What follows belongs to an exercise in optimizing a design on an open flow for a short achievable clock period and few clock cycles; a production flow would make more cautious choices. The RTL was checked by simulation tests, not by an equivalence proof against the original design. Power is estimated from default activity; no workload was simulated.

Setup of build 10:
// lcd_draw
module lcd_draw (
    input  wire        clk,
    input  wire        rst,
    input  wire        cmd_valid,
    output wire        cmd_ready,
    input  wire [7:0]  cmd_op,
    input  wire [15:0] cmd_a,
    input  wire [15:0] cmd_b,
    input  wire [15:0] cmd_c,
    input  wire [15:0] cmd_d,
    input  wire [15:0] cmd_e,
    output reg         rsp_valid,
    output reg  [7:0]  rsp_status,
    output wire        out_valid,
    output wire [15:0] out_data,
    output wire        out_last,
    input  wire        out_ready
);
Size: ~2400 flip-flops, roughly 120 I/O pins, ~120000 µm² of cells after synthesis.
==> flow/config.mk <==
export PLATFORM = sky130hd
export DESIGN_NAME = lcd_draw
export DESIGN_NICKNAME = lcd_draw
export VERILOG_FILES = /design/flow/design.v
export SDC_FILE = /design/flow/constraint.sdc
export NUM_CORES = 4
export LEC_CHECK = 0
export ABC_CLOCK_PERIOD_IN_PS = 2000
export CAP_MARGIN = 20
export CORE_MARGIN = 2
export CORE_UTILIZATION = 40
export CTS_CLUSTER_DIAMETER = 100
export CTS_CLUSTER_SIZE = 30
export SETUP_SLACK_MARGIN = 4.6
export SLEW_MARGIN = 20
export TNS_END_PERCENT = 100
==> flow/constraint.sdc <==
create_clock -name core_clock -period 7.0 [get_ports {clk}]
set_input_delay 1.4000 -clock core_clock [delete_from_list [all_inputs] [get_ports {clk}]]
set_output_delay 1.4000 -clock core_clock [all_outputs]
set_load 0.01 [all_outputs]
standard.sh (not shown) runs the stock make flow with config.mk's settings and CLKGATE_MAP_FILE= SYNTH_SCRIPT=/design/flow/synth_recipe.tcl, a recipe that flattens the netlist after the stock synthesis.
==> flow/flow/run.sh <==
#!/bin/bash
# Layout flow: the standard flow (standard.sh, unchanged synthesis, floorplan,
# power grid, placement, CTS and routing), with two resizer settings changed:
#   MATCH_CELL_FOOTPRINT=0  lets timing repair resize cells to other footprints
#   BUFFER_PORTS_ARGS       buffers the ports with buf_4 instead of the default pick
# Each make step writes its own log under orfs/logs; the make output goes to standard.log.
set -euo pipefail
bash standard.sh MATCH_CELL_FOOTPRINT=0 "BUFFER_PORTS_ARGS=-buffer_cell sky130_fd_sc_hd__buf_4" finish > standard.log 2>&1
Testbench counts of build 10, summed over its fixed seeds: cycles 326,841.
Input changes introduced in build 24 (baseline for comparison: build 10):
- swapping 2000 for 2500 in ABC_CLOCK_PERIOD_IN_PS
- clearing CTS_CLUSTER_SIZE, which used to be 30
- swapping 4.6 for 4.0 in SETUP_SLACK_MARGIN
- clearing CTS_CLUSTER_DIAMETER, which used to be 100
==> flow/run.sh (new file) <==
#!/bin/bash
# synth_recipe.tcl (not shown) runs the flow's synth.tcl, then flattens the netlist and writes it again
# the make line also repeats each setting of config.mk as NAME=value (left out here)
make -C /OpenROAD-flow-scripts/flow DESIGN_CONFIG=/design/flow/config.mk WORK_HOME=/design/flow/orfs CLKGATE_MAP_FILE= SYNTH_SCRIPT=/design/flow/synth_recipe.tcl finish
removed: flow/flow/run.sh
removed: flow/standard.sh
Results
- Compared with build 10, in build 24 first-iteration DRC count decreased 792; number of cells on the critical path went down by 3; wire length decreased about 5.6%; number of CTS-inserted buffers up about 170%.
- In build 24, the clock network fraction of design power came out 12 points above the value in build 10.
- Build 24 — worst hold slack 0.011 ns lower, build 10 as reference


lcd_draw, a different RTL version from the one above (not shown whole).
Size: roughly 120 I/O pins.
make LEC_CHECK=0 CAP_MARGIN=20 CORE_MARGIN=2 CORE_UTILIZATION=40 SLEW_MARGIN=20 finish   # period 7.0 ns
run.sh (not shown) runs the stock make flow with config.mk's settings and CLKGATE_MAP_FILE= SYNTH_SCRIPT=/design/flow/synth_recipe.tcl, a recipe that flattens the netlist after the stock synthesis.
Stock flow here: none of the scripts above is used.
The starting point finished with timing, DRC and antenna clean.
Testbench counts at the start, summed over its fixed seeds: cycles 326,745.
Rerun with:
- ABC_CLOCK_PERIOD_IN_PS: unset -> 2500
- SETUP_SLACK_MARGIN: unset -> 4.0
- TNS_END_PERCENT: unset -> 100
The new run completed without violations.
Cell count came out higher by 2.9%.
Sequential power is about the same.
Synthesized area does not change.
Hold slack hardly moves.
Clock-buffer cell count came out higher by 9.


Another version of the RTL of lcd_draw (not shown whole).
Size: about 8800 cells after synthesis, ~2300 flip-flops, ~120 I/O pins, about 0.11 mm² of cells after synthesis.
export LEC_CHECK = 0
export ABC_CLOCK_PERIOD_IN_PS = 1500
export CAP_MARGIN = 20
export CORE_MARGIN = 2
export CORE_UTILIZATION = 50
export CTS_CLUSTER_DIAMETER = 80
export CTS_CLUSTER_SIZE = 24
export SETUP_SLACK_MARGIN = 5.0
export SLEW_MARGIN = 20
export TNS_END_PERCENT = 100
create_clock -name core_clock -period 7.0 [get_ports {clk}]
standard.sh (not shown) runs the stock make flow with config.mk's settings and CLKGATE_MAP_FILE= SYNTH_SCRIPT=/design/flow/synth_recipe.tcl, a recipe that flattens the netlist after the stock synthesis.
==> flow/flow/run.sh <==
#!/bin/bash
# Layout flow: the standard flow (standard.sh, unchanged synthesis, floorplan,
# power grid, placement, CTS and routing), with two resizer settings changed:
#   MATCH_CELL_FOOTPRINT=0  lets timing repair resize cells to other footprints
#   BUFFER_PORTS_ARGS       buffers the ports with buf_4 instead of the default pick
# Each make step writes its own log under orfs/logs; the make output goes to standard.log.
set -euo pipefail
bash standard.sh MATCH_CELL_FOOTPRINT=0 "BUFFER_PORTS_ARGS=-buffer_cell sky130_fd_sc_hd__buf_4" finish > standard.log 2>&1
Testbench counts at the start, summed over its fixed seeds: cycles 327,108.
Edit:
Settings changed: ABC_CLOCK_PERIOD_IN_PS 1500 to 2000, SETUP_SLACK_MARGIN 5.0 to 4.7.
What happened: The new run completed with no timing, DRC or antenna violations; wire length decreases by 15%; clock power goes down by about 0.7%; total power goes down by 9.4%; design area came out lower by 11%; die area does not change; synthesized area stays the same; count of clock-buffer cells in the layout is unchanged; worst setup slack gets better by 0.017 ns; sequential power hardly moves.

==> static timing again, ports no longer ideal <==
The results above use ideal ports. As a check the final layouts listed here were re-extracted and re-timed, cells and wires unchanged. Step 1 sets driving cells, clkbuf_16 on the clock port and buf_2 on the other inputs (assumed; they add their load-dependent delay and slew). Step 2 adds t to the input delays and takes it off the output delays; t is the mean of the earliest and latest rising clock arrival at the registers after step 1. Input paths then give back, and output paths get back, about the clock's delay inside the block. Three values: no drivers, after step 1, after step 2; two values: the first two.
run	t (ns)	slack for setup (ns)	worst hold slack (ns)	clock arrival spread, ns	cell pins on the clock port's net
build 10	0.904	4.081 / 4.081 / 3.673	0.336 / 0.336 / 0.336	0.073 / 0.073	1
build 24	0.973	3.861 / 3.861 / 3.240	0.325 / 0.325 / 0.325	0.090 / 0.090	1
the first run of note 2	0.940	2.068 / 2.068 / 2.068	0.334 / 0.334 / 0.334	0.062 / 0.063	1
the second run of note 2	0.968	3.239 / 3.239 / 3.239	0.335 / 0.335 / 0.335	0.081 / 0.081	1
the first run of note 3	0.916	4.260 / 4.199 / 3.793	0.332 / 0.332 / 0.332	0.061 / 0.061	1
the second run of note 3	0.911	4.277 / 4.183 / 3.775	0.332 / 0.332 / 0.332	0.043 / 0.043	1
After both steps every run listed still meets setup and hold. The setup slack of build 24, which loses most, moves by 0.000 ns with the drivers and by -0.621 ns with both steps.
